What follows belongs to an exercise in optimizing a design on an open flow for small area; a production flow would make more cautious choices. In this exercise RTL edits were held to simulation tests only and were not proved equivalent to the original. Power and IR drop assume default switching activity.

$ cat design/flow/config.mk
export PLATFORM = sky130hd
export DESIGN_NAME = segcodec
export DESIGN_NICKNAME = segcodec
export VERILOG_FILES = /design/flow/design.v
export SDC_FILE = /design/flow/constraint.sdc
export NUM_CORES = 4
export LEC_CHECK = 0
export CAP_MARGIN = 20
export CORE_MARGIN = 2
export CORE_UTILIZATION = 40
export SLEW_MARGIN = 20
$ cat design/flow/constraint.sdc
create_clock -name core_clock -period 6.0 [get_ports {clk}]
set_input_delay 1.2000 -clock core_clock [delete_from_list [all_inputs] [get_ports {clk}]]
set_output_delay 1.2000 -clock core_clock [all_outputs]
set_load 0.01 [all_outputs]
$ cat design/flow/design.v
module segcodec (
    input             clk,
    input             rst,
    input             h_req,
    input             h_we,
    input      [1:0]  h_size,     
    input      [12:0] h_addr,
    input      [31:0] h_wdata,
    output            h_done,
    output reg        h_err,
    output reg [31:0] h_rdata,
    output reg        mem_en,
    output reg        mem_we,
    output reg [3:0]  mem_be,
    output reg [8:0]  mem_addr,
    output reg [31:0] mem_wdata,
    input      [31:0] mem_rdata
);
    localparam [2:0] S_IDLE = 3'd0, S_PRIME = 3'd1, S_SUM = 3'd2, S_FIN = 3'd3, S_DONE = 3'd4;
    reg [2:0]  state;
    reg [2:0]  tx_flags;    
    reg [10:0] tx_len;
    reg [5:0]  tx_seq;
    reg [5:0]  tx_ackn;
    reg [3:0]  lastop;      
    reg [2:0]  cause;
    reg        rxv;         
    reg [29:0] rxd;         
    reg [15:0] csum_r;      
    reg [15:0] rx_size;
    reg [15:0] cs_len;
    reg [13:0] p;           
    reg        cy;          
    wire st_idle  = (state == S_IDLE);
    wire st_prime = (state == S_PRIME);
    wire st_sum   = (state == S_SUM);
    wire st_fin   = (state == S_FIN);
    assign h_done = (state == S_DONE);
    wire [31:0] tx_hdr = {2'b01, tx_flags, tx_len, 2'b00, tx_seq, 2'b00, tx_ackn};
    wire        err    = |cause;
    wire        valid  = (lastop == 4'd2) && (cause == 3'd0);
    wire [31:0] status = {20'd0, lastop, 1'b0, cause, 2'b00, valid, err};
    wire [31:0] rx_hdr = rxv ? {2'b01, rxd} : 32'd0;
    wire [10:0] plen   = (rx_hdr[26:16] > 11'd1440) ? 11'd1440 : rx_hdr[26:16];
    wire is_reg   = (h_addr[12:5] == 8'd0) && (h_size == 2'd2) && (h_addr[1:0] == 2'b00);
    wire is_frame = h_addr[12] && (h_addr[11:0] < 12'h5A6) && (h_size == 2'd0);
    always @(*) h_err = !(is_reg || is_frame);
    wire       reg_wr = st_idle && h_req && is_reg && h_we;
    wire       cmd_wr = reg_wr && (h_addr[4:2] == 3'd0);
    wire [3:0] opw    = h_wdata[3:0];
    wire enc_bad = tx_len > 11'd1440;
    wire dec_bad = rx_size != 16'd1446;
    wire cs_bad  = cs_len > 16'd1446;
    wire enc_go  = (opw == 4'd1) && !enc_bad;
    wire go      = cmd_wr && (enc_go || ((opw == 4'd2) && !dec_bad) ||
                              ((opw == 4'd3) && !cs_bad));
    reg [2:0] cause0;
    always @(*) begin
        case (opw)
            4'd1:    cause0 = enc_bad ? 3'd4 : 3'd0;
            4'd2:    cause0 = dec_bad ? 3'd1 : 3'd0;
            4'd3:    cause0 = cs_bad  ? 3'd4 : 3'd0;
            default: cause0 = 3'd5;
        endcase
    end
    wire is_enc = (lastop[1:0] == 2'd1);
    wire is_dec = (lastop[1:0] == 2'd2);
    wire is_cs  = (lastop[1:0] == 2'd3);
    wire [14:0] pinc = {1'b0, p} + {14'd0, st_sum};
    wire        pend = pinc[14];
    wire [4:0]  c    = p[4:0];
    wire [1:0]  k    = {c[4], ~c[3]};           
    wire [10:0] idx  = {p[13:5], k};            
    wire        inv  = &p[13:4];                
    wire [1:0]  ksel = st_sum ? k : h_addr[1:0];
    reg  [7:0]  rbyte;
    always @(*) begin
        case (ksel)
            2'd0: rbyte = mem_rdata[31:24];
            2'd1: rbyte = mem_rdata[23:16];
            2'd2: rbyte = mem_rdata[15:8];
            default: rbyte = mem_rdata[7:0];
        endcase
    end
    wire rbit = rbyte[c[2:0]];
    wire [10:0] nsel     = is_enc ? (tx_len + 11'd6) : is_cs ? cs_len[10:0] : 11'd1446;
    wire        lt       = idx < nsel;
    wire        f45      = (idx[10:1] == 10'd2);
    wire        keep     = lt && !(is_enc && f45);
    wire        in_frame = idx < 11'd1446;
    wire        wz       = st_sum && is_enc && !keep && in_frame && (c[2:0] != 3'd7);
    wire        qok      = pinc[13:5] < 9'd362;
    wire opb = rbit & keep;
    wire s   = csum_r[0] ^ opb ^ cy;
    wire co  = (csum_r[0] & opb) | (csum_r[0] & cy) | (opb & cy);
    always @(*) begin
        mem_en    = (st_idle && h_req && (is_frame || (cmd_wr && enc_go))) || st_prime ||
                    (st_sum && qok) || (st_fin && is_enc);
        mem_we    = (st_idle && h_we) || wz || st_fin;
        mem_addr  = pinc[13:5] | (st_idle ? h_addr[10:2] : 9'd0) | {8'd0, st_fin};
        mem_be    = (4'b1000 >> ksel) | {4{st_idle && !h_addr[12]}} | {1'b0, st_fin, 2'b00};
        mem_wdata = st_idle ? (h_addr[12] ? {4{h_wdata[7:0]}} : tx_hdr)
                            : {csum_r & {16{st_fin}}, 16'd0};
    end
    always @(*) begin
        if (h_addr[12]) h_rdata = {24'd0, rbyte};
        else case (h_addr[4:2])
            3'd0: h_rdata = 32'd0;
            3'd1: h_rdata = status;
            3'd2: h_rdata = tx_hdr;
            3'd3: h_rdata = rx_hdr;
            3'd4: h_rdata = {16'd0, csum_r};
            3'd5: h_rdata = {16'd0, rx_size};
            3'd6: h_rdata = {16'd0, cs_len};
            default: h_rdata = {21'd0, plen};
        endcase
    end
    always @(posedge clk) begin
        if (rst) begin
            state    <= S_IDLE;
            tx_flags <= 3'd0;
            tx_len   <= 11'd0;
            tx_seq   <= 6'd0;
            tx_ackn  <= 6'd0;
            lastop   <= 4'd0;
            cause    <= 3'd0;
            rxv      <= 1'b0;
            csum_r   <= 16'd0;
            rx_size  <= 16'd0;
            cs_len   <= 16'd0;
            p        <= 14'd0;
            cy       <= 1'b0;
        end else begin
            p  <= pinc[13:0];
            cy <= st_sum & co;
            case (state)
                S_IDLE: if (h_req) begin
                    state <= go ? S_PRIME : S_DONE;
                    if (reg_wr) begin
                        case (h_addr[4:2])
                            3'd0: if (opw != 4'd0) begin
                                lastop <= opw;
                                cause  <= cause0;
                                if (opw == 4'd2) rxv <= 1'b0;
                            end
                            3'd2: begin
                                tx_flags <= h_wdata[29:27];
                                tx_len   <= h_wdata[26:16];
                                tx_seq   <= h_wdata[13:8];
                                tx_ackn  <= h_wdata[5:0];
                            end
                            3'd5: rx_size <= h_wdata[15:0];
                            3'd6: cs_len  <= h_wdata[15:0];
                            default: ;
                        endcase
                    end
                end
                S_PRIME: begin
                    csum_r <= 16'd0;
                    state  <= S_SUM;
                end
                S_SUM: begin
                    csum_r <= {s ^ inv, csum_r[15:1]};
                    if (is_dec && (p[13:5] == 9'd0)) begin
                        rxd   <= mem_rdata[29:0];
                        cause <= (mem_rdata[31:30] != 2'b01) ? 3'd3 : 3'd0;
                    end
                    if (is_dec && inv && !s) cause <= 3'd2;
                    if (pend) state <= S_FIN;
                end
                S_FIN: begin
                    if (is_dec && (cause == 3'd0)) rxv <= 1'b1;
                    state <= S_DONE;
                end
                default: state <= S_IDLE;
            endcase
        end
    end
endmodule
$ cat design/flow/run.sh
#!/bin/bash
# synth_recipe.tcl (not shown) runs the flow's synth.tcl, then flattens the netlist and writes it again
# the make line also repeats each setting of config.mk as NAME=value (left out here)
make -C /OpenROAD-flow-scripts/flow DESIGN_CONFIG=/design/flow/config.mk WORK_HOME=/design/flow/orfs CLKGATE_MAP_FILE= SYNTH_SCRIPT=/design/flow/synth_recipe.tcl finish
==> results of run 1 <==
Yosys cell counts, drive strengths merged, types with 7 or more instances:
master	count	area, um2
ha	13	162.7
mux4	15	341.6
o21ai	40	200.2
clkbuf	52	195.2
buf	29	182.7
mux2	15	168.9
nor2	77	289.0
edfxtp	30	900.9
nand2b	17	106.4
mux2i	24	240.2
a22o	24	210.2
a22oi	28	215.2
nor3	21	105.1
and2	9	56.30
a21oi	86	430.4
nor3b	7	52.55
dfxtp	100	2002
nor2b	13	81.33
a221oi	9	78.83
xnor2	13	113.9
nand2	196	735.7
nand3	16	80.08
inv	25	93.84
xor2	9	78.83
and3	9	56.30
nand4	7	43.79
sequential cells by signal (all words and copies together), names as in the netlist:
signal    flops
rxd          30
rx_size      16
cause         3
tx_ackn       6
tx_len       11
tx_seq        6
rxv           1
csum_r       16
tx_flags      3
p            14
lastop        4
cs_len       16
cy            1
state         3
critical path, stage by stage:
cell and delay (ns):
clkdlybuf4s50_1 0.71, nor2b_1 0.66, buf_4 0.23, nand2_1 0.05
o21ai_0 0.14, nand2_1 0.10, a31oi_1 0.26, a221o_1 0.18
clkdlybuf4s50_1 0.54
metrics by stage:
step | area (um2) | cells | hold WS [ns]
floorplan | 8122 | 989 | 0.4366
global placement | 9883 | 1364 | 0.4509
detailed placement | 9884 | 1364 | 0.4587
CTS | 10440 | 1396 | 0.4693
global route | 10450 | 1396 | 0.4896
finish | 10450 | 1396 | 0.4650
where the power goes:
group          switching [mW]  leakage, nW  internal, mW  total [mW]
logic                   0.144         2.21         0.143       0.287
registers             0.00112         1.07         0.894       0.895
clock network           0.459        0.272         0.546        1.01
routing by layer:
layer	vias to the layer above	GRT usage	routed length, um
met1	3950	0.4105	14060
met4	2	0.06748	598
met5	-	0	13
li1	3813	-	-
met3	48	0.07406	2972
met2	440	0.4307	13510
worst max path at each step:
stage	from	endpoint	slack, ns	cells past startpoint
4_1_cts	h_addr[2]	h_rdata[1]	0.76	9
3_5_place_dp	h_addr[2]	h_rdata[1]	0.80	9
2_1_floorplan	h_addr[0]	cause[0]	1.77	12
6_report	h_addr[2]	h_rdata[1]	0.72	9
3_3_place_gp	h_addr[9]	mem_en	0.79	8
5_1_grt	state[1]	mem_en	0.54	12
placed cells by master (no fill, tap or decap), types with 13 or more instances in the layout:
master	instances
a22oi_1	27
mux2i_1	24
o21ai_0	40
buf_4	26
nand3_1	16
nand2b_1	17
ha_1	13
mux4_2	14
mux2_2	15
clkdlybuf4s50_1	158
dfxtp_1	100
nor3_1	19
edfxtp_1	30
clkbuf_16	17
nor2_1	76
inv_1	24
a22o_1	24
nor2b_1	13
a21oi_1	86
xnor2_1	13
nand2_1	195
logic make-up (layout without fill, tap and decap cells):
| family | Yosys count | count (layout) | synth area share |
|---|---|---|---|
| xor+xnor | 22 | 22 | 0.02373 |
| mux | 54 | 54 | 0.09244 |
| simple gates | 405 | 405 | 0.2311 |
| compound gates | 256 | 256 | 0.2123 |
| buf+inv | 107 | 244 | 0.06008 |
| fa+ha+maj | 14 | 14 | 0.02249 |
| other cells | 1 | 1 | 0.0004617 |
| flops | 130 | 130 | 0.3574 |
layout make-up:
| class | instances | area (um2) | area share |
|---|---|---|---|
| Multi-Input combinational cell | 752 | 4752 | 0.4549 |
| Tap cell | 270 | 337.8 | 0.03234 |
| Sequential cell | 130 | 2903 | 0.2778 |
| Clock buffer | 17 | 425.4 | 0.04072 |
| Timing Repair Buffer | 186 | 1787 | 0.1710 |
| Clock inverter | 15 | 132.6 | 0.01269 |
| Inverter | 26 | 110.1 | 0.01054 |
==> out/metrics.cfg, run 1 <==
[drt]
drt_iter0_drc=944
antenna_left=0
drc=0
first_pass_iters=5
via_per_inst=5.912
wirelength_mm=31.15
wl_per_cell_um=22.31
vias=8253

[sta]
tightestPinTransition_ns=1.109
fin_crit_sh=0.8795
report.final.setup_viol=0
finalClockSkew_ns=0.01334
slew-limit-headroom=0.2579
max_freq_ghz=0.1895
final-hold-violation-count=0
finalCriticalPeriod_ns=5.277
slew_viol_final=0
tns_ns=0
rsz0062_at_grt=false
timing.final.ws_setup_ns=0.7229

[global_routing]
first_global_vias=7504
grt_pass1_wl_mm=46.47
grt-ovfl-total=0
grt_max_degree=61
track_usage=0.2858
antenna_found_initial=1

[floorplan]
pin_count=164
die_x_um=146.5
core_um2=20100
start_util=0.4040
die_h_um=146.5
num_rows=52
dieArea_um2=21460

[synthesis]
syn_inst=989
yosys_warnings=1
syn-cell-area_um2=8122
syn-num-nets=1086
syn_avg_cell_area_um2=8.212
synthArstFlopShare=0
netlist-cell-type-count=76
synth-seq-cells=130
ys_seq_area_frac=0.3574
synth-edff-count=30
synth_flop_cell=dfxtp_1

[clocking]
cts_tree=built
cts_resized=0
clk_pin_slew_ns=0.07
clk_latency_ns=0.43
htreeDepth=4
root_buffer=clkbuf_16
cts_num_sinks=130
cts_hold_buf=0
cts_buffer_depth=2
cts_inserted_buffers=17
post_cts_buffers=0

[hold_path]
worstHoldPathType=flop to flop
whs_endpoint=rx_size[8]
hold_depth=2
hold_start=rx_size[8]

[setup_path]
r2r_cells=15
r2r-end=cause[1]
path_max_fanout=11
start_kind=input port
regToRegStartpoint=tx_len[3]
worstPathArrival_ns=4.08
endpoint_kind=primary output
worst-setup-path-type=input port to primary output
cp.required_ns=4.80
regToRegSetupSlack_ns=1.27

[placed_design]
dp_slack_ns=0.7998
port_buffers=160
dp_hpwl_mm=23.00
gp_congestion=0.9122

[status]
status=no timing/DRC/antenna violations

[power]
power_mw=2.188
pwr_density_cell_nw_per_um2=209.4
power_leakage_nw=3.559
ir_drop_mv=0.1721

[finish]
utilization=0.5197
fill_cells=1916
final_nets=1210
syn2layout_area_growth_pct=28.64
drive_gt1_frac=0.09236
diodes=0

[job]
maxCapViolations=0

==> run 2: changes to the inputs <==
==> design/flow/flow/run.sh (new file) <==
#!/bin/bash
# Standard ORFS layout, with minimum-size port buffers and a lighter clock tree.
set -euo pipefail
export BUFFER_PORTS_ARGS="-buffer_cell sky130_fd_sc_hd__buf_1"
export CTS_ARGS="-sink_clustering_enable -repair_clock_nets -dont_use_dummy_load -buf_list {sky130_fd_sc_hd__clkbuf_4 sky130_fd_sc_hd__clkbuf_8}"
bash standard.sh > standard.log 2>&1
==> design/flow/standard.sh (new file) <==
#!/bin/bash
# synth_recipe.tcl (not shown) runs the flow's synth.tcl, then flattens the netlist and writes it again
# the make line also repeats each setting of config.mk as NAME=value (left out here)
make -C /OpenROAD-flow-scripts/flow DESIGN_CONFIG=/design/flow/config.mk WORK_HOME=/design/flow/orfs CLKGATE_MAP_FILE= SYNTH_SCRIPT=/design/flow/synth_recipe.tcl "${@:-finish}"
removed: design/flow/run.sh
==> run 2 against run 1 <==
Still clean on timing, DRC and antenna. Core utilization decreased by 6.9 points. Non-clock buffer count decreased by 10. Routed wire length decreased by 4.3%. Synthesized cell count is the same. Worst setup slack gained 0.31 ns. Die area is the same. First-iteration DRC count shrank 5.6%. Largest cell class unchanged. Highest routed layer is now met4.
==> out/metrics.cfg, run 2 <==
[status]
status=no timing/DRC/antenna violations

[synthesis]
synth-edff-count=30  ; unchanged
syn_inst=989  ; unchanged
post-synth-top-area-cell=dfxtp_1
netlist-cell-type-count=76  ; unchanged
synth-seq-cells=130  ; unchanged
syn-num-nets=1086  ; unchanged
syn-cell-area_um2=8122  ; unchanged
synth_flop_cell=dfxtp_1
ys_seq_area_frac=0.3574  ; unchanged
synthArstFlopShare=0  ; unchanged
synthTopCellsByCount=nand2_1 (196), dfxtp_1 (100), a21oi_1 (86)
netlist.area_leader.share=0.2465  ; unchanged
syn_avg_cell_area_um2=8.212  ; unchanged
synthMostInstantiatedCell=nand2_1
yosys_warnings=1  ; unchanged
synth.area.top_cells=dfxtp_1 (25%), edfxtp_1 (11%), nand2_1 (9.1%)

[finish]
layout_common_cells=nand2_1 (196), buf_1 (156), dfxtp_1 (100), a21oi_1 (86), nor2_1 (76)
utilization=0.4506  ; -0.06902
drive_gt1_frac=0.07266  ; -0.01970
instances_no_fill=1371  ; -1.8%
diodes=0  ; unchanged
regMostFlops=rxd
syn2layout_area_growth_pct=11.55
fill_cells=2073  ; +8.2%
final_nets=1200  ; -0.83%
largest_reg_flops=30  ; unchanged
layout_commonest_cell=nand2_1

[power]
pwr_density_cell_nw_per_um2=184.6  ; -12%
power_leakage_nw=2.957  ; -17%
power_mw=1.673  ; -24%
ir_drop_mv=0.1309  ; -24%

[floorplan]
pin_count=164  ; unchanged
core_um2=20100  ; unchanged
dieArea_um2=21460  ; unchanged
start_util=0.4040  ; unchanged
die_h_um=146.5  ; unchanged
num_rows=52  ; unchanged
die_x_um=146.5  ; unchanged

[sta]
report.final.setup_viol=0  ; unchanged
hold-worst-slack_ns=0.4647  ; -0.0002640 ns
final-hold-violation-count=0  ; unchanged
rsz0062_at_grt=false
max_freq_ghz=0.2013  ; +6.2%
tightestPinTransition_ns=1.109  ; -0.0002632 ns
fin_crit_sh=0.8278  ; -0.05168
slew_viol_final=0  ; unchanged
tns_ns=0  ; unchanged
finalClockSkew_ns=0.02416  ; +0.01081 ns
finalCriticalPeriod_ns=4.967  ; -0.3101 ns
slew-limit-headroom=0.2590  ; +0.001117

[drt]
wirelength_mm=29.81  ; -4.3%
wl_per_cell_um=21.74  ; -2.6%
drc=0  ; unchanged
first_pass_iters=7  ; +2
drt_iter0_drc=891  ; -5.6%
via_per_inst=5.990  ; +1.3%
vias=8212  ; -0.50%
antenna_left=0  ; unchanged

[hold_path]
worstHoldPathType=flop to flop

[clocking]
clk_latency_ns=0.46  ; +0.03 ns
root_buffer=clkbuf_8
post_cts_buffers=0  ; unchanged
cts_tree=built
cts_num_sinks=130  ; unchanged
cts_resized=0  ; unchanged
cts_buffer_depth=2  ; unchanged
clk_pin_slew_ns=0.07  ; about the same
htreeDepth=4  ; unchanged
cts_inserted_buffers=17  ; unchanged
cts_hold_buf=0  ; unchanged

[setup_path]
cp.required_ns=4.80  ; about the same
worst-setup-path-type=input port to primary output
start_kind=input port
worstPathArrival_ns=3.77  ; -0.31 ns
endpoint_kind=primary output
path_max_fanout=11  ; unchanged

[placed_design]
dp.cells=1353  ; -0.81%
gp_congestion=0.9476  ; +3.9%
port_buffers=160  ; unchanged
dp_hpwl_mm=22.01  ; -4.3%

[global_routing]
grt_pass1_wl_mm=45.02  ; -3.1%
grt-ovfl-total=0  ; unchanged
grt_max_degree=61  ; unchanged
first_global_vias=7479  ; -0.33%
antenna_found_initial=0  ; -1
track_usage=0.2744  ; -0.01133

[job]
maxCapViolations=0  ; unchanged

[run 2: per-layer routing]
metal / up-vias / track usage / share of wire
met2: 480 / 0.4099 / 0.43
met4: 0 / 0.07718 / 0.021
met3: 53 / 0.05063 / 0.097
li1: 3779 / - / -
met1: 3900 / 0.4054 / 0.45
met5: - / 0 / 0
[run 2: where the power goes]
part	internal, mW	leakage, nW	switching (mW)	total (mW)
Sequential	0.894	1.07	0.00126	0.896
Combinational	0.0733	1.76	0.141	0.214
Clock	0.249	0.122	0.314	0.563
Total	1.22	2.96	0.456	1.67
[run 2: logic make-up after synthesis]
logic type	after synthesis	share of synthesized area
adder cells (fa/ha/maj)	14	0.02249
AND/OR/NAND/NOR	405	0.2311
buffers and inverters	107	0.06008
flip-flops	130	0.3574
XOR/XNOR	22	0.02373
AO/OA/AOI/OAI	256	0.2123
multiplexers	54	0.09244
other	1	0.0004617
[run 2: worst paths after layout]
kind,endpoint,start,slack [ns],depth (start not counted)
max,mem_en,h_addr[1],1.03,8
min,cs_len[13],cs_len[13],0.46,2
max reg2reg,cause[1],tx_len[3],1.23,15
min reg2reg,cs_len[13],cs_len[13],0.46,2
[run 2: through the flow]
step                      cell area [um2]  setup WS [ns]
after floorplan                      8122          1.770
after global placement               8815         0.9525
after detailed placement             8815         0.8886
after CTS                            9049          1.086
after global routing                 9060         0.9240
final                                9060          1.033
[run 2: final cells by class]
type | count | area [um2] | share of cell area
Clock buffer | 17 | 234.0 | 0.02583
Inverter | 26 | 110.1 | 0.01215
Multi-Input combinational cell | 752 | 4750 | 0.5242
Sequential cell | 130 | 2903 | 0.3204
Tap cell | 270 | 337.8 | 0.03729
Timing Repair Buffer | 176 | 725.7 | 0.08010
[run 2: critical path: stages]
cell and delay (ns):
buf_1 0.33, or4b_1 0.62, nor4_2 0.52, and3_1 0.44
nor2b_1 0.22, a21oi_1 0.06, o22ai_1 0.20, buf_1 0.18
==> run 3: changes to the inputs <==
--- a/design/flow/design.v
+++ b/design/flow/design.v
@@ -25,7 +25,7 @@
     reg [3:0]  lastop;      
     reg [2:0]  cause;
     reg        rxv;         
-    reg [29:0] rxd;         
+    reg [31:0] rxr;         
     reg [15:0] csum_r;      
     reg [15:0] rx_size;
     reg [15:0] cs_len;
@@ -40,12 +40,14 @@
     wire        err    = |cause;
     wire        valid  = (lastop == 4'd2) && (cause == 3'd0);
     wire [31:0] status = {20'd0, lastop, 1'b0, cause, 2'b00, valid, err};
-    wire [31:0] rx_hdr = rxv ? {2'b01, rxd} : 32'd0;
+    wire [31:0] rx_hdr = rxv ? {1'b0, 1'b1, rxr[13:0], rxr[31:16]} : 32'd0;
     wire [10:0] plen   = (rx_hdr[26:16] > 11'd1440) ? 11'd1440 : rx_hdr[26:16];
     wire is_reg   = (h_addr[12:5] == 8'd0) && (h_size == 2'd2) && (h_addr[1:0] == 2'b00);
     wire is_frame = h_addr[12] && (h_addr[11:0] < 12'h5A6) && (h_size == 2'd0);
     always @(*) h_err = !(is_reg || is_frame);
-    wire       reg_wr = st_idle && h_req && is_reg && h_we;
+    wire       ph31   = &p[4:0];
+    wire       act    = st_idle && h_req && ph31;
+    wire       reg_wr = act && is_reg && h_we;
     wire       cmd_wr = reg_wr && (h_addr[4:2] == 3'd0);
     wire [3:0] opw    = h_wdata[3:0];
     wire enc_bad = tx_len > 11'd1440;
@@ -66,8 +68,10 @@
     wire is_enc = (lastop[1:0] == 2'd1);
     wire is_dec = (lastop[1:0] == 2'd2);
     wire is_cs  = (lastop[1:0] == 2'd3);
-    wire [14:0] pinc = {1'b0, p} + {14'd0, st_sum};
-    wire        pend = pinc[14];
+    wire [4:0]  plo  = p[4:0] + 5'd1;
+    wire [9:0]  phi  = {1'b0, p[13:5]} + {9'd0, st_sum & ph31};
+    wire [13:0] pinc = {phi[8:0], plo};
+    wire        pend = phi[9];
     wire [4:0]  c    = p[4:0];
     wire [1:0]  k    = {c[4], ~c[3]};           
     wire [10:0] idx  = {p[13:5], k};            
@@ -90,11 +94,12 @@
     wire        in_frame = idx < 11'd1446;
     wire        wz       = st_sum && is_enc && !keep && in_frame && (c[2:0] != 3'd7);
     wire        qok      = pinc[13:5] < 9'd362;
-    wire opb = rbit & keep;
+    wire cap = st_sum && is_dec && (p[13:5] == 9'd0);
+    wire opb = rbit & keep & st_sum;
     wire s   = csum_r[0] ^ opb ^ cy;
     wire co  = (csum_r[0] & opb) | (csum_r[0] & cy) | (opb & cy);
     always @(*) begin
-        mem_en    = (st_idle && h_req && (is_frame || (cmd_wr && enc_go))) || st_prime ||
+        mem_en    = (act && (is_frame || (cmd_wr && enc_go))) || st_prime ||
                     (st_sum && qok) || (st_fin && is_enc);
         mem_we    = (st_idle && h_we) || wz || st_fin;
         mem_addr  = pinc[13:5] | (st_idle ? h_addr[10:2] : 9'd0) | {8'd0, st_fin};
@@ -116,6 +121,10 @@
         endcase
     end
     always @(posedge clk) begin
+        csum_r <= (rst || st_prime) ? 16'd0 : {s ^ inv, csum_r[15:1]};
+        rxr    <= {cap ? rbit : rxr[0], rxr[31:1]};
+    end
+    always @(posedge clk) begin
         if (rst) begin
             state    <= S_IDLE;
             tx_flags <= 3'd0;
@@ -125,7 +134,6 @@
             lastop   <= 4'd0;
             cause    <= 3'd0;
             rxv      <= 1'b0;
-            csum_r   <= 16'd0;
             rx_size  <= 16'd0;
             cs_len   <= 16'd0;
             p        <= 14'd0;
@@ -134,7 +142,7 @@
             p  <= pinc[13:0];
             cy <= st_sum & co;
             case (state)
-                S_IDLE: if (h_req) begin
+                S_IDLE: if (act) begin
                     state <= go ? S_PRIME : S_DONE;
                     if (reg_wr) begin
                         case (h_addr[4:2])
@@ -155,21 +163,16 @@
                         endcase
                     end
                 end
-                S_PRIME: begin
-                    csum_r <= 16'd0;
-                    state  <= S_SUM;
-                end
+                S_PRIME: if (ph31) state <= S_SUM;
                 S_SUM: begin
-                    csum_r <= {s ^ inv, csum_r[15:1]};
-                    if (is_dec && (p[13:5] == 9'd0)) begin
-                        rxd   <= mem_rdata[29:0];
-                        cause <= (mem_rdata[31:30] != 2'b01) ? 3'd3 : 3'd0;
-                    end
                     if (is_dec && inv && !s) cause <= 3'd2;
                     if (pend) state <= S_FIN;
                 end
                 S_FIN: begin
-                    if (is_dec && (cause == 3'd0)) rxv <= 1'b1;
+                    if (is_dec && (cause == 3'd0)) begin
+                        if (rxr[15:14] != 2'b01) cause <= 3'd3;
+                        else                     rxv   <= 1'b1;
+                    end
                     state <= S_DONE;
                 end
                 default: state <= S_IDLE;
==> design/flow/flow/run.sh (replaced) <==
#!/bin/bash
# Standard ORFS layout, with minimum-size port buffers and a lighter clock tree.
set -euo pipefail
export BUFFER_PORTS_ARGS="-buffer_cell sky130_fd_sc_hd__buf_1"
export CTS_ARGS="-sink_clustering_enable -repair_clock_nets -dont_use_dummy_load -sink_clustering_size 40 -sink_clustering_max_diameter 150 -buf_list {sky130_fd_sc_hd__clkbuf_4 sky130_fd_sc_hd__clkbuf_8}"
bash standard.sh > standard.log 2>&1
--- a/design/flow/config.mk
+++ b/design/flow/config.mk
@@ -5,6 +5,7 @@
 export SDC_FILE = /design/flow/constraint.sdc
 export NUM_CORES = 4
 export LEC_CHECK = 0
+export ABC_AREA = 1
 export CAP_MARGIN = 20
 export CORE_MARGIN = 2
 export CORE_UTILIZATION = 40
==> run 3 against run 2 <==
Critical path type is now flop to primary output. Maximum frequency grew 1.0%. Core utilization grew 0.48 points. Clock skew hardly changed. Critical path depth up 8. Sequential power fell by 1%. Still clean on timing, DRC and antenna. Highest routed layer unchanged. Via count fell by 4.5%. Synthesized cell count is 7.0% higher. Largest power group unchanged. Total power grew 0.13%.
==> out/metrics.cfg, run 3 <==
[status]
status=no timing/DRC/antenna violations

[power]
clockPowerShare=0.329  ; -0.007
swShare=0.2862  ; +0.01367
seqPwrFrac=0.528  ; -0.007
power_leakage_nw=3.230  ; +9.2%
power_mw=1.675  ; +0.13%
ir_drop_mv=0.1419  ; +8.4%
comb_power_share=0.143  ; +0.015
p_sw_mw=0.4793  ; +5.2%
pwr_density_cell_nw_per_um2=197.9  ; +7.2%
power.internal_mw=1.195  ; -1.7%

[finish]
largest_reg_flops=32  ; +6.7%
regMostFlops=rxr
instances_no_fill=1430  ; +4.3%
design_area_um2=8462  ; -6.6%
layout_common_cells=inv_1 (158), buf_1 (158), nor2_1 (144), dfxtp_1 (132), nand2_1 (126)
syn2layout_area_growth_pct=12.36
final_nets=1298  ; +8.2%
diodes=0  ; unchanged
utilization=0.4554  ; +0.004774
drive_gt1_frac=0.08194  ; +0.009279
fill_cells=1983  ; -4.3%

[sta]
max_freq_ghz=0.2034  ; +1.0%
finalCriticalPeriod_ns=4.915  ; -0.05151 ns
slew-limit-headroom=0.3546  ; +0.09564
fin_crit_sh=0.8192  ; -0.008585
rsz0062_at_grt=false
timing.final.ws_setup_ns=1.085  ; +0.05151 ns
report.final.setup_viol=0  ; unchanged
final-hold-violation-count=0  ; unchanged
finalClockSkew_ns=0.02458  ; +0.0004191 ns
hold-worst-slack_ns=0.3534  ; -0.1113 ns
slew_viol_final=0  ; unchanged
tns_ns=0  ; unchanged
tightestPinTransition_ns=0.9653  ; -0.1435 ns

[floorplan]
die_h_um=141.2  ; -3.6%
pin_count=164  ; unchanged
dieArea_um2=19940  ; -7.1%
die_x_um=141.2  ; -3.6%
core_um2=18580  ; -7.6%
start_util=0.4053  ; +0.001349
num_rows=50  ; -3.8%

[drt]
wl_per_cell_um=18.61  ; -14%
via_per_inst=5.482  ; -8.5%
first_pass_iters=5  ; -2
drc=0  ; unchanged
antenna_left=0  ; unchanged
vias=7839  ; -4.5%
drt_iter0_drc=586  ; -34%
wirelength_mm=26.61  ; -11%

[global_routing]
grt_max_degree=47  ; -23%
track_usage=0.2630  ; -0.01143
antenna_found_initial=0  ; unchanged
grt_pass1_wl_mm=39.75  ; -12%
grt-ovfl-total=0  ; unchanged
first_global_vias=7034  ; -5.9%

[setup_path]
worst-setup-path-type=flop to primary output
crit_start=tx_len[2]
endpoint_kind=primary output
cp.required_ns=4.80  ; about the same
r2r-end=cause[2]
worstPathArrival_ns=3.72  ; -0.05 ns
regToRegStartpoint=tx_len[2]
critPathCapture=mem_we
path_max_fanout=3  ; -8
regToRegSetupSlack_ns=1.64  ; +0.41 ns
r2r_cells=23  ; +8
start_kind=flop

[clocking]
post_cts_buffers=0  ; unchanged
htreeDepth=4  ; unchanged
cts_resized=0  ; unchanged
cts_tree=built
root_buffer=clkbuf_8
cts_inserted_buffers=17  ; unchanged
clk_latency_ns=0.46  ; about the same
clk_pin_slew_ns=0.07  ; about the same
cts_buffer_depth=2  ; unchanged
cts_num_sinks=132  ; +1.5%
cts_hold_buf=0  ; unchanged

[synthesis]
yosys_warnings=1  ; unchanged
ys_seq_area_frac=0.3509  ; -0.006529
synthArstFlopShare=0  ; unchanged
syn-cell-area_um2=7531  ; -7.3%
syn_avg_cell_area_um2=7.118  ; -13%
synth.area.top_cells=dfxtp_1 (35%), inv_1 (7.9%), nor2_1 (7.2%)
syn-num-nets=1158  ; +6.6%
synthMostInstantiatedCell=inv_1
synth_flop_cell=dfxtp_1
synth-seq-cells=132  ; +1.5%
post-synth-top-area-cell=dfxtp_1
netlist-cell-type-count=51  ; -33%
synthTopCellsByCount=inv_1 (158), nor2_1 (144), dfxtp_1 (132)
syn_inst=1058  ; +7.0%
synth-edff-count=0  ; -100%
netlist.area_leader.share=0.3509  ; +0.1044

[placed_design]
postPlaceCellArea_um2=8228  ; -6.7%
dp.cells=1413  ; +4.4%
gp_congestion=0.9490  ; +0.15%
dp_slack_ns=1.284  ; +0.3954 ns
dp_hpwl_mm=20.60  ; -6.4%
port_buffers=160  ; unchanged

[job]
maxCapViolations=0  ; unchanged

[hold_path]
worstHoldPathType=flop to flop

[run 3: changes by cell type after synthesis, moves of 31 or more]
cell and change:
dfxtp_1 +32, a21oi_1 -31, nand3_1 +59, o21ai_0 +61
a211oi_2 +41, nand2_1 -70, inv_1 +134, nor2_1 +67
[run 3: layout make-up]
| type | instances | area, um2 | share of cell area |
|---|---|---|---|
| multi-input combinational | 709 | 4003 | 0.4730 |
| tap | 234 | 292.8 | 0.03460 |
| sequential | 132 | 2643 | 0.3123 |
| inverter | 173 | 649.4 | 0.07674 |
| clock buffer | 17 | 234.0 | 0.02765 |
| timing repair buffer | 165 | 640.6 | 0.07571 |
[run 3: worst max-delay path, stage by stage (launching register included)]
cell      delay (ns)
dfxtp_1         0.49
inv_1           0.14
ha_1            0.21
or2_2           0.31
nor2_1          0.14
inv_1           0.07
nor3_1          0.24
nand4_1         0.14
a31oi_1         0.33
ha_1            0.29
nand2_1         0.08
o21ai_0         0.08
a21oi_1         0.12
nand3_1         0.15
o311ai_0        0.16
nand3_1         0.15
buf_1           0.17
[run 3: how the worst min path moves through the flow]
stage | cells past startpoint | from | to
6_report | 0 | rxr[6] | rxr[5]
5_1_grt | 0 | rxr[12] | rxr[11]
4_1_cts | 0 | rxr[6] | rxr[5]
3_5_place_dp | 0 | rxr[29] | rxr[28]
3_3_place_gp | 0 | rxr[15] | rxr[14]
2_1_floorplan | 0 | rxr[15] | rxr[14]
[run 3: layer usage]
metal	wire, um	global-route usage	up-vias
li1	-	-	3843
met1	11660	0.3457	3603
met2	12160	0.4300	347
met3	1913	0.04857	46
met4	873	0.09947	0
met5	0	0	-
[run 3: kinds of logic (layout without fill, tap and decap cells)]
family | after synthesis | after routing | share of synthesized area
AO/OA/AOI/OAI | 273 | 273 | 0.2461
XOR/XNOR | 5 | 5 | 0.005815
adder cells (fa/ha/maj) | 17 | 17 | 0.02924
buffers and inverters | 217 | 355 | 0.1176
flip-flops | 132 | 132 | 0.3509
other | 1 | 1 | 0.0004979
AND/OR/NAND/NOR | 413 | 413 | 0.2499
[run 3: power by group through the flow]
stage	Sequential, mW	Clock, mW	Combinational, mW
floorplan	0.903	0	0.138
global placement	0.905	0	0.235
detailed placement	0.905	0	0.235
CTS	0.885	0.562	0.236
global route	0.885	0.591	0.260
finish	0.885	0.551	0.239
==> run 4: changes to the inputs <==
--- a/design/flow/config.mk
+++ b/design/flow/config.mk
@@ -5,7 +5,6 @@
 export SDC_FILE = /design/flow/constraint.sdc
 export NUM_CORES = 4
 export LEC_CHECK = 0
-export ABC_AREA = 1
 export CAP_MARGIN = 20
 export CORE_MARGIN = 2
 export CORE_UTILIZATION = 40
==> run 4 against run 3 <==
Die area increased by 3.6%. Sequential power decreased by 0.5%. Worst setup slack gained 0.21 ns. Worst hold slack got worse by 0.0054 ns. Critical path type unchanged. Critical endpoint unchanged. Largest power group unchanged.
==> out/metrics.cfg, run 4 <==
[setup_path]
r2r_cells=16  ; -30%
regToRegSetupSlack_ns=1.74  ; +0.10 ns
path_max_fanout=8  ; +5
regToRegStartpoint=tx_len[3]
r2r-end=cause[2]
start_kind=flop
worst-setup-path-type=flop to primary output
endpoint_kind=primary output
crit_start=tx_len[3]
worstPathArrival_ns=3.50  ; -0.22 ns
cp.required_ns=4.80  ; about the same

[floorplan]
die_h_um=143.7  ; +1.8%
start_util=0.4040  ; -0.001321
dieArea_um2=20660  ; +3.6%
num_rows=51  ; +2.0%
die_x_um=143.7  ; +1.8%
pin_count=164  ; unchanged
core_um2=19330  ; +4.1%

[hold_path]
hold_depth=0  ; unchanged
whs_endpoint=rxr[16]
hold_start=rxr[17]
worstHoldPathType=flop to flop

[global_routing]
grt-ovfl-total=0  ; unchanged
first_global_vias=7164  ; +1.8%
antenna_found_initial=0  ; unchanged
grt_pass1_wl_mm=41.43  ; +4.2%
grt_max_degree=85  ; +81%
track_usage=0.2658  ; +0.002759

[clocking]
cts_buffer_depth=2  ; unchanged
cts_resized=0  ; unchanged
clk_pin_slew_ns=0.07  ; about the same
post_cts_buffers=0  ; unchanged
root_buffer=clkbuf_8
clk_latency_ns=0.45  ; about the same
cts_inserted_buffers=17  ; unchanged
cts_num_sinks=132  ; unchanged
cts_hold_buf=0  ; unchanged
cts_tree=built
htreeDepth=4  ; unchanged

[drt]
vias=7878  ; +0.50%
drt_iter0_drc=564  ; -3.8%
wl_per_cell_um=20.14  ; +8.3%
wirelength_mm=27.80  ; +4.5%
first_pass_iters=5  ; unchanged
drc=0  ; unchanged
antenna_left=0  ; unchanged
via_per_inst=5.709  ; +4.1%

[synthesis]
netlist.area_leader.share=0.3383  ; -0.01259
syn-cell-area_um2=7811  ; +3.7%
syn_inst=1004  ; -5.1%
ys_seq_area_frac=0.3383  ; -0.01259
syn_avg_cell_area_um2=7.780  ; +9.3%
synthArstFlopShare=0  ; unchanged
synth-seq-cells=132  ; unchanged
post-synth-top-area-cell=dfxtp_1
synth-edff-count=0  ; unchanged
netlist-cell-type-count=66  ; +29%
synthMostInstantiatedCell=nand2_1
syn-num-nets=1104  ; -4.7%
synthTopCellsByCount=nand2_1 (187), dfxtp_1 (132), a21oi_1 (103)
synth.area.top_cells=dfxtp_1 (34%), nand2_1 (9.0%), a21oi_1 (6.6%)
synth_flop_cell=dfxtp_1
yosys_warnings=1  ; unchanged

[power]
power_mw=1.624  ; -3.0%
ir_drop_mv=0.1430  ; +0.75%
power_leakage_nw=3.079  ; -4.7%
pwr_density_cell_nw_per_um2=184.9  ; -6.6%

[finish]
final_nets=1216  ; -6.3%
largest_reg_flops=32  ; unchanged
fill_cells=2052  ; +3.5%
layout_common_cells=nand2_1 (187), buf_1 (157), dfxtp_1 (132), a21oi_1 (103), nor2_1 (60)
utilization=0.4542  ; -0.001205
instances_no_fill=1380  ; -3.5%
syn2layout_area_growth_pct=12.43  ; about the same
design_area_um2=8782  ; +3.8%
layout_commonest_cell=nand2_1
regMostFlops=rxr
drive_gt1_frac=0.07002  ; -0.01192

[sta]
slew-limit-headroom=0.2293  ; -0.1254
tns_ns=0  ; unchanged
hold-worst-slack_ns=0.3480  ; -0.005421 ns
timing.final.ws_setup_ns=1.297  ; +0.2129 ns
rsz0062_at_grt=false
max_freq_ghz=0.2126  ; +4.5%
final-hold-violation-count=0  ; unchanged
fin_crit_sh=0.7838  ; -0.03548
finalCriticalPeriod_ns=4.703  ; -0.2129 ns
finalClockSkew_ns=0.02753  ; +0.002954 ns
report.final.setup_viol=0  ; unchanged
tightestPinTransition_ns=1.151  ; +0.1855 ns
slew_viol_final=0  ; unchanged

[placed_design]
dp_slack_ns=1.333  ; +0.04902 ns
gp_congestion=0.8962  ; -5.6%
dp.cells=1362  ; -3.6%
dp_hpwl_mm=20.58  ; about the same
port_buffers=160  ; unchanged
postPlaceCellArea_um2=8537  ; +3.8%

[job]
maxCapViolations=0  ; unchanged

[status]
status=no timing/DRC/antenna violations

-- run 4: worst max path at each step --
stage / endpoint / depth (start not counted)
final: mem_we / 12
after global routing: mem_we / 12
after CTS: mem_we / 12
after detailed placement: mem_en / 7
after global placement: mem_en / 7
after floorplan: h_rdata[13] / 8
-- run 4: layout make-up --
| cell class | instances | area, um2 | area share |
|---|---|---|---|
| antenna | 1 | 2.502 | 0.0002849 |
| clock buffer | 17 | 234.0 | 0.02664 |
| inverter | 25 | 93.84 | 0.01069 |
| multi-input combinational | 765 | 4761 | 0.5421 |
| sequential | 132 | 2643 | 0.3009 |
| tap | 265 | 331.6 | 0.03775 |
| timing repair buffer | 175 | 716.9 | 0.08164 |
-- run 4: routing by layer --
layer | GRT usage | share of wire | vias up
met1 | 0.3719 | 0.46 | 3732
li1 | - | - | 3765
met2 | 0.3910 | 0.43 | 327
met3 | 0.06431 | 0.083 | 54
met4 | 0.1073 | 0.035 | 0
met5 | 0 | 0 | -
-- run 4: kinds of logic after synthesis --
| family | after synthesis | synth area share |
|---|---|---|
| other cells | 1 | 0.0004801 |
| simple gates | 410 | 0.2552 |
| xor+xnor | 17 | 0.01906 |
| flops | 132 | 0.3383 |
| mux | 54 | 0.08217 |
| compound gates | 266 | 0.2217 |
| fa+ha+maj | 17 | 0.02819 |
| buf+inv | 107 | 0.05494 |
-- run 4: critical path, stage by stage, from the launching register on --
cell and delay, ns:
dfxtp_1 0.63, and3_1 0.28, nand4_1 0.12, xnor2_1 0.17, mux2i_1 0.08, and2_1 0.20, ha_1 0.29, a21o_1 0.19
a21o_1 0.17, a211oi_1 0.21, o221ai_1 0.23, a221o_1 0.36, buf_1 0.13
-- run 4: report_power, final --
group / internal, mW / switching, mW / leakage, nW
Sequential: 0.878 / 0.00352 / 1.06
Combinational: 0.0672 / 0.121 / 1.89
Clock: 0.249 / 0.306 / 0.122
==> run 5: changes to the inputs <==
==> design/flow/flow/run.sh (replaced) <==
#!/bin/bash
# Standard ORFS layout (the standard.sh) with three changes:
#  - minimum-size port buffers (buf_1) instead of the resizer's pick,
#  - a clock tree of clkbuf_4/8 without dummy loads,
#  - an area-targeted ABC restructuring of the combinational logic after
#    floorplan (registers are left as synthesised).
set -euo pipefail
here=$(pwd)
export BUFFER_PORTS_ARGS="-buffer_cell sky130_fd_sc_hd__buf_1"
export CTS_ARGS="-sink_clustering_enable -repair_clock_nets -dont_use_dummy_load -buf_list {sky130_fd_sc_hd__clkbuf_4 sky130_fd_sc_hd__clkbuf_8}"
export POST_FLOORPLAN_TCL="$here/flow/restructure.tcl"
export RESTRUCTURE_DIR="$here/restructure"
mkdir -p "$RESTRUCTURE_DIR"
python3 flow/filter_lib.py "$FLOW_HOME/platforms/sky130hd/lib/sky130_fd_sc_hd__tt_025C_1v80.lib" "$RESTRUCTURE_DIR/abc.lib" > filter_lib.log 2>&1
bash standard.sh > standard.log 2>&1
==> design/flow/flow/filter_lib.py (new file) <==
"""Copy a Liberty file without the cells the platform marks don't-use
(sky130hd: *probe*, *lpflow*), for ABC restructuring to map onto."""
import re
import sys

src, dst = sys.argv[1], sys.argv[2]
text = open(src).read()
out = []
pos = 0
for m in re.finditer(r'\n\s*cell\s*\(\s*"?([A-Za-z0-9_]+)"?\s*\)\s*\{', text):
    if m.start() < pos:
        continue
    name = m.group(1)
    if "lpflow" not in name and "probe" not in name:
        continue
    # find the matching closing brace
    depth = 0
    i = m.end() - 1
    while True:
        c = text[i]
        if c == "{":
            depth += 1
        elif c == "}":
            depth -= 1
            if depth == 0:
                break
        i += 1
    out.append(text[pos:m.start()])
    pos = i + 1
out.append(text[pos:])
open(dst, "w").write("".join(out))
==> design/flow/flow/restructure.tcl (new file) <==
# Area recovery: re-map the combinational logic with ABC, targeting area.
report_design_area
# a copy of the library without the don't-use cells (run.sh writes it)
set lib $::env(RESTRUCTURE_DIR)/abc.lib
restructure -target area -liberty_file $lib \
  -tielo_port sky130_fd_sc_hd__conb_1/LO -tiehi_port sky130_fd_sc_hd__conb_1/HI \
  -work_dir $::env(RESTRUCTURE_DIR) -abc_logfile $::env(RESTRUCTURE_DIR)/abc.log
report_design_area
==> run 5 against run 4 <==
Maximum frequency down 15%. Clock skew up 0.014 ns. Critical endpoint unchanged. Critical path type unchanged. Final cell count down 2.4%. Synthesized area unchanged. Highest routed layer unchanged. Synthesized cell count unchanged.
==> out/metrics.cfg, run 5 <==
[floorplan]
start_util=0.4040  ; unchanged
pin_count=164  ; unchanged
die_h_um=143.7  ; unchanged
num_rows=51  ; unchanged
core_um2=19330  ; unchanged
dieArea_um2=20660  ; unchanged
die_x_um=143.7  ; unchanged

[synthesis]
yosys_warnings=1  ; unchanged
ys_seq_area_frac=0.3383  ; unchanged
synthTopCellsByCount=nand2_1 (187), dfxtp_1 (132), a21oi_1 (103)
netlist-cell-type-count=66  ; unchanged
synth.area.top_cells=dfxtp_1 (34%), nand2_1 (9.0%), a21oi_1 (6.6%)
synth-seq-cells=132  ; unchanged
syn_avg_cell_area_um2=7.780  ; unchanged
synth_flop_cell=dfxtp_1
syn-num-nets=1104  ; unchanged
syn_inst=1004  ; unchanged
synthArstFlopShare=0  ; unchanged
synth-edff-count=0  ; unchanged
netlist.area_leader.share=0.3383  ; unchanged
syn-cell-area_um2=7811  ; unchanged
synthMostInstantiatedCell=nand2_1
post-synth-top-area-cell=dfxtp_1

[sta]
rsz0062_at_grt=false
finalClockSkew_ns=0.04184  ; +0.01431 ns
report.final.setup_viol=0  ; unchanged
slew_viol_final=0  ; unchanged
finalCriticalPeriod_ns=5.528  ; +0.8259 ns
fin_crit_sh=0.9214  ; +0.1376
slew-limit-headroom=0.3397  ; +0.1105
tns_ns=0  ; unchanged
tightestPinTransition_ns=0.9904  ; -0.1605 ns
max_freq_ghz=0.1809  ; -15%
final-hold-violation-count=0  ; unchanged

[finish]
layout_commonest_cell=buf_1
layout_common_cells=buf_1 (159), clkinv_1 (140), dfxtp_1 (132), nor2_1 (123), o21ai_0 (73)
syn2layout_area_growth_pct=6.039
final_nets=1167  ; -4.0%
drive_gt1_frac=0.04713  ; -0.02288
instances_no_fill=1347  ; -2.4%
largest_reg_flops=32  ; unchanged
diodes=0  ; -1
regMostFlops=rxr
fill_cells=2061  ; +0.44%

[clocking]
cts_num_sinks=132  ; unchanged
clk_pin_slew_ns=0.09  ; +0.02 ns
cts_tree=built
root_buffer=clkbuf_8
cts_buffer_depth=2  ; unchanged
clk_latency_ns=0.47  ; +0.02 ns
htreeDepth=4  ; unchanged
cts_inserted_buffers=17  ; unchanged

[global_routing]
grt_max_degree=47  ; -45%
track_usage=0.2789  ; +0.01313
antenna_found_initial=0  ; unchanged
grt_pass1_wl_mm=43.01  ; +3.8%
grt-ovfl-total=0  ; unchanged
first_global_vias=7215  ; +0.71%

[setup_path]
path_max_fanout=6  ; -2
critPathCapture=mem_we
start_kind=flop
cp.required_ns=4.80  ; about the same
worst-setup-path-type=flop to primary output
r2r-end=cause[0]
crit_start=tx_len[3]
worstPathArrival_ns=4.33  ; +0.83 ns
regToRegStartpoint=tx_len[3]
regToRegSetupSlack_ns=0.96  ; -0.78 ns
r2r_cells=23  ; +7
endpoint_kind=primary output

[drt]
vias=8013  ; +1.7%
drt_iter0_drc=942  ; +67%
wirelength_mm=29.03  ; +4.4%
first_pass_iters=8  ; +3
top_layer_used=met4
route.met3.wl_mm=2.540  ; +9.5%
via_per_inst=5.949  ; +4.2%
drc=0  ; unchanged
wl_per_cell_um=21.55  ; +7.0%
wl_met2_mm=12.43  ; +5.1%
antenna_left=0  ; unchanged
m1WireLength_mm=13.01  ; +2.6%

[power]
ir_drop_mv=0.1481  ; +3.6%
clockPowerShare=0.337  ; -0.004
seqPwrFrac=0.533  ; -0.010
swShare=0.2740  ; +0.009191
power_leakage_nw=2.576  ; -16%
pwr_density_cell_nw_per_um2=199.0  ; +7.6%
p_sw_mw=0.4516  ; +5.0%
power.internal_mw=1.196  ; +0.23%
comb_power_share=0.130  ; +0.014

[placed_design]
dp_hpwl_mm=21.00  ; +2.0%
port_buffers=160  ; unchanged
gp_congestion=0.9743  ; +8.7%
dp.cells=1330  ; -2.3%

[hold_path]
worstHoldPathType=flop to flop

[job]
maxCapViolations=0  ; unchanged

[status]
status=no timing/DRC/antenna violations

## run 5: worst min path at each step
stage | from | to | slack, ns | depth (start not counted)
global placement | rxr[26] | rxr[25] | 0.33 | 0
global route | rxr[30] | rxr[29] | 0.35 | 0
detailed placement | rxr[26] | rxr[25] | 0.33 | 0
CTS | rxr[30] | rxr[29] | 0.33 | 0
finish | rxr[30] | rxr[29] | 0.33 | 0
floorplan | rxr[14] | rxr[13] | 0.32 | 0
## run 5: kinds of logic (layout without fill, tap and decap cells)
group                    count (synthesis)  after routing  share of synthesized area
AND/OR/NAND/NOR                        410            229                     0.2552
AO/OA/AOI/OAI                          266            377                     0.2217
flip-flops                             132            132                     0.3383
buffers and inverters                  107            342                    0.05494
multiplexers                            54              0                    0.08217
adder cells (fa/ha/maj)                 17              0                    0.02819
XOR/XNOR                                17              0                    0.01906
other                                    1              2                  0.0004801
## run 5: what timing repair did
action                     CTS  global route
gates resized for setup      0             2
hold buffers                 0             0
setup endpoints to repair    0             1
setup buffers                0             0
## run 5: power by group through the flow
stage	registers (mW)	clock network [mW]	logic, mW
CTS	0.879	0.563	0.210
global placement	0.899	0	0.209
detailed placement	0.899	0	0.209
global route	0.879	0.592	0.231
finish	0.879	0.555	0.214
floorplan	0.899	0	0.114
## run 5: final cells by class
class                   instances  area (um2)  area share
clock buffers                  17       234.0     0.02825
inverters                     140       525.5     0.06344
multi-input cells             608        3760      0.4539
flip-flops and latches        132        2643      0.3190
well taps                     265       331.6     0.04003
repair buffers                185       789.5     0.09532
## run 5: critical path, stage by stage, from the launching register on
cell and delay [ns]:
dfxtp_1 0.51, clkinv_1 0.21, nor3_2 0.32, clkinv_1 0.13, nor3_1 0.27, clkinv_1 0.17, nor3_1 0.33, nand2_1 0.13
clkinv_1 0.08, o221ai_1 0.10, o211a_1 0.17, nand2_1 0.11, nand2_1 0.06, nor4_1 0.44, nor3b_1 0.30, a311oi_2 0.11
o221ai_1 0.25, buf_1 0.19
## run 5: routing by layer
| metal | global-route usage | up-vias |
|---|---|---|
| met3 | 0.05032 | 82 |
| met5 | 0 | - |
| met4 | 0.1156 | 0 |
| li1 | - | 3767 |
| met2 | 0.4223 | 428 |
| met1 | 0.3899 | 3736 |
## run 5: through the flow
| step | total power, mW | area [um2] | util | setup WS [ns] | hold slack, ns |
|---|---|---|---|---|---|
| 2_1_floorplan | 1.014 | 7811 | - | 1.906 | 0.3235 |
| 3_3_place_gp | 1.108 | 8033 | 0.4155 | 0.9096 | 0.3258 |
| 3_5_place_dp | 1.108 | 8033 | 0.4155 | 0.8985 | 0.3314 |
| 4_1_cts | 1.652 | 8267 | 0.4276 | 0.5610 | 0.3317 |
| 5_1_grt | 1.702 | 8283 | 0.4284 | 0.01876 | 0.3464 |
| 6_report | 1.648 | 8283 | 0.4284 | 0.4716 | 0.3313 |
==> run 6: changes to the inputs <==
--- a/design/flow/config.mk
+++ b/design/flow/config.mk
@@ -5,6 +5,7 @@
 export SDC_FILE = /design/flow/constraint.sdc
 export NUM_CORES = 4
 export LEC_CHECK = 0
+export ABC_AREA = 1
 export CAP_MARGIN = 20
 export CORE_MARGIN = 2
 export CORE_UTILIZATION = 40
==> run 6 against run 5 <==
Non-clock buffer count is 2 lower. Register-to-register slack got worse by 0.31 ns. Clock power down 0.7%. Global-route usage down 1.7 points. Synthesized cell count up 5.4%. Clock skew shrank 0.016 ns. Combinational power up 97%. Sequential cell count is the same. Worst setup slack improved by 0.086 ns. Critical path type unchanged. Total power increased by 14%. Die area decreased by 3.5%. Worst hold slack better by 0.017 ns.
==> out/metrics.cfg, run 6 <==
[clocking]
clk_latency_ns=0.45  ; -0.02 ns
post_cts_buffers=0  ; unchanged
clk_pin_slew_ns=0.07  ; -0.02 ns
root_buffer=clkbuf_8
cts_resized=0  ; unchanged
cts_num_sinks=132  ; unchanged
cts_hold_buf=0  ; unchanged
htreeDepth=4  ; unchanged
cts_inserted_buffers=17  ; unchanged
cts_tree=built
cts_buffer_depth=2  ; unchanged

[synthesis]
syn-num-nets=1158  ; +4.9%
netlist-cell-type-count=51  ; -23%
syn_avg_cell_area_um2=7.118  ; -8.5%
post-synth-top-area-cell=dfxtp_1
synth_flop_cell=dfxtp_1
syn-cell-area_um2=7531  ; -3.6%
synth-edff-count=0  ; unchanged
synth.area.top_cells=dfxtp_1 (35%), inv_1 (7.9%), nor2_1 (7.2%)
yosys_warnings=1  ; unchanged
netlist.area_leader.share=0.3509  ; +0.01259
synthTopCellsByCount=inv_1 (158), nor2_1 (144), dfxtp_1 (132)
syn_inst=1058  ; +5.4%
synth-seq-cells=132  ; unchanged
ys_seq_area_frac=0.3509  ; +0.01259
synthArstFlopShare=0  ; unchanged
synthMostInstantiatedCell=inv_1

[sta]
hold-worst-slack_ns=0.3486  ; +0.01727 ns
rsz0062_at_grt=false
fin_crit_sh=0.9072  ; -0.01425
finalClockSkew_ns=0.02579  ; -0.01605 ns
final-hold-violation-count=0  ; unchanged
finalCriticalPeriod_ns=5.443  ; -0.08550 ns
max_freq_ghz=0.1837  ; +1.6%
tns_ns=0  ; unchanged
slew_viol_final=0  ; unchanged
report.final.setup_viol=0  ; unchanged
slew-limit-headroom=0.3472  ; +0.007443
tightestPinTransition_ns=0.9718  ; -0.01864 ns

[placed_design]
dp_hpwl_mm=19.95  ; -5.0%
port_buffers=160  ; unchanged
gp_congestion=0.9617  ; -1.3%

[floorplan]
num_rows=50  ; -2.0%
start_util=0.4053  ; +0.001321
dieArea_um2=19940  ; -3.5%
pin_count=164  ; unchanged
core_um2=18580  ; -3.9%
die_h_um=141.2  ; -1.8%
die_x_um=141.2  ; -1.8%

[power]
power.internal_mw=1.274  ; +6.5%
ir_drop_mv=0.1543  ; +4.2%
seqPwrFrac=0.482  ; -0.051
pwr_density_cell_nw_per_um2=245.1  ; +23%
power_leakage_nw=2.368  ; -8.1%
swShare=0.3218  ; +0.04775
clockPowerShare=0.294  ; -0.043
comb_power_share=0.224  ; +0.094
p_sw_mw=0.6043  ; +34%

[setup_path]
crit_path_frequent_cell=o21ai_0
worstPathArrival_ns=4.24  ; -0.09 ns
slowest_stage=dfxtp_1
critPathTopFamily=compound AO/OA/AOI/OAI gates
start_kind=flop
worst-path-buf-inv=4  ; -1
path_max_fanout=6  ; unchanged
cp.required_ns=4.80  ; about the same
slowest_delay_ns=0.58  ; +0.07 ns
worst-setup-path-type=flop to primary output
worstPathCellList=o21ai_0 > nor2_1 > clkinv_1 > nor3_1 > buf_4 > clkinv_1 > nor3_1 > nand2_1 > o221ai_1 > o21ai_0 > a22oi_1 > o221a_1 > o2111ai_1 > o21ai_0 > a221o_1 > buf_1
endpoint_kind=primary output

[drt]
antenna_left=0  ; unchanged
vias=7343  ; -8.4%
wirelength_mm=26.69  ; -8.1%
drt_iter0_drc=894  ; -5.1%
first_pass_iters=8  ; unchanged
via_per_inst=6.049  ; +1.7%
drc=0  ; unchanged
wl_per_cell_um=21.99  ; +2.0%

[global_routing]
grt-ovfl-total=0  ; unchanged
first_global_vias=6584  ; -8.7%
track_usage=0.2618  ; -0.01714
antenna_found_initial=0  ; unchanged
grt_pass1_wl_mm=39.42  ; -8.4%
grt_max_degree=57  ; +21%

[finish]
layout_common_cells=buf_1 (159), dfxtp_1 (132), clkinv_1 (112), nor2_1 (96), o21ai_0 (89)
final_nets=1065  ; -8.7%
drive_gt1_frac=0.04286  ; -0.004278
syn2layout_area_growth_pct=1.744
layout_commonest_cell=buf_1
utilization=0.4124  ; -0.01600
diodes=0  ; unchanged
largest_reg_flops=32  ; unchanged
regMostFlops=rxr

[hold_path]
worstHoldPathType=flop to flop

[status]
status=no timing/DRC/antenna violations

[job]
maxCapViolations=0  ; unchanged

## run 6: power groups by stage
stage / clock network, mW / logic [mW] / registers, mW
6_report: 0.551 / 0.421 / 0.906
5_1_grt: 0.595 / 0.458 / 0.907
4_1_cts: 0.565 / 0.416 / 0.905
3_5_place_dp: 0 / 0.414 / 0.925
3_3_place_gp: 0 / 0.415 / 0.925
2_1_floorplan: 0 / 0.138 / 0.903
## run 6: path summary, 6_finish.rpt
| path | from | end | slack, ns | cells after the start |
|---|---|---|---|---|
| min reg2reg | rxr[28] | rxr[27] | 0.35 | 0 |
| max reg2reg | tx_len[1] | cause[2] | 0.65 | 25 |
| max | tx_len[1] | mem_we | 0.56 | 16 |
| min | rxr[28] | rxr[27] | 0.35 | 0 |
## run 6: cell type report
class                           instances  area [um2]
Clock buffer                           17       234.0
Sequential cell                       132        2643
Inverter                              112       420.4
Multi-Input combinational cell        536        3278
Timing Repair Buffer                  183       794.5
Tap cell                              234       292.8
Fill cell                            1952       10920
## run 6: metal layers
metal  global-route usage  up-vias  routed length [um]
li1                     -     3373                   -
met1               0.3683     3494               11680
met2               0.3975      444               11510
met3              0.05639       32                2722
met4              0.08895        0                 771
met5                    0        -                   0
## run 6: cells by family (layout without fill, tap and decap cells)
| family | count (synthesis) | count (layout) | synth area share |
|---|---|---|---|
| simple gates | 413 | 191 | 0.2499 |
| compound gates | 273 | 343 | 0.2461 |
| buf+inv | 217 | 312 | 0.1176 |
| flops | 132 | 132 | 0.3509 |
| fa+ha+maj | 17 | 0 | 0.02924 |
| xor+xnor | 5 | 0 | 0.005815 |
| other cells | 1 | 2 | 0.0004979 |
## run 6: metrics by stage
| stage | cells | power [mW] | instance area, um2 | worst slack [ns] |
|---|---|---|---|---|
| after global placement | 1196 | 1.340 | 7401 | 0.9009 |
| after CTS | 1213 | 1.886 | 7635 | 0.6447 |
| after detailed placement | 1196 | 1.339 | 7401 | 0.8280 |
| after global routing | 1214 | 1.959 | 7662 | 0.3028 |
| after floorplan | 1058 | 1.041 | 7531 | 2.358 |
| final | 1214 | 1.878 | 7662 | 0.5571 |
## run 6: worst reg2reg max path, stage by stage, from the launching register on
cell       delay [ns]
dfxtp_1          0.58
o21ai_0          0.20
nor2_1           0.26
clkinv_1         0.13
nor3_1           0.15
buf_4            0.15
clkinv_1         0.07
nor3_1           0.30
nand2_1          0.13
o221ai_1         0.15
o21ai_0          0.22
a22oi_1          0.31
o221a_1          0.24
o2111ai_1        0.11
o21ai_0          0.39
nor3_1           0.12
and2_0           0.19
or2_0            0.24
nor2_1           0.09
a21oi_1          0.06
nor2_1           0.15
a21oi_1          0.09
nor4_1           0.52
clkinv_1         0.14
a21oi_1          0.17
nor2_1           0.05

==> separate check: timing with driven ports <==
The results above use ideal ports. As a check the final layouts listed here were re-extracted and re-timed, cells and wires unchanged. Step 1: set_driving_cell puts a clkbuf_16 on clk and a buf_2 on each other input, an assumption about the parent block. Step 2 also shifts input and output timing later by t, the mid clock arrival at the registers, as if the neighbouring blocks saw the same clock. Slacks: no drivers / after step 1 / after step 2; pairs: no drivers / after step 1.
| run | t, ns | setup slack, ns | worst setup path after step 2 |
|---|---|---|---|
| run 1 | 0.473 | 0.723 / 0.677 / 0.677 | input to output |
| run 2 | 0.488 | 1.033 / 1.014 / 0.903 | input to register |
| run 3 | 0.488 | 1.085 / 1.043 / 1.123 | input to output |
| run 4 | 0.484 | 1.297 / 1.255 / 1.294 | input to output |
| run 5 | 0.489 | 0.472 / 0.433 / 0.766 | input to register |
| run 6 | 0.475 | 0.557 / 0.517 / 0.652 | register to register |
After both steps every run listed still meets setup and hold. For run 2, which loses most, drivers alone change the setup slack by -0.019 ns; drivers and shift together by -0.130 ns.
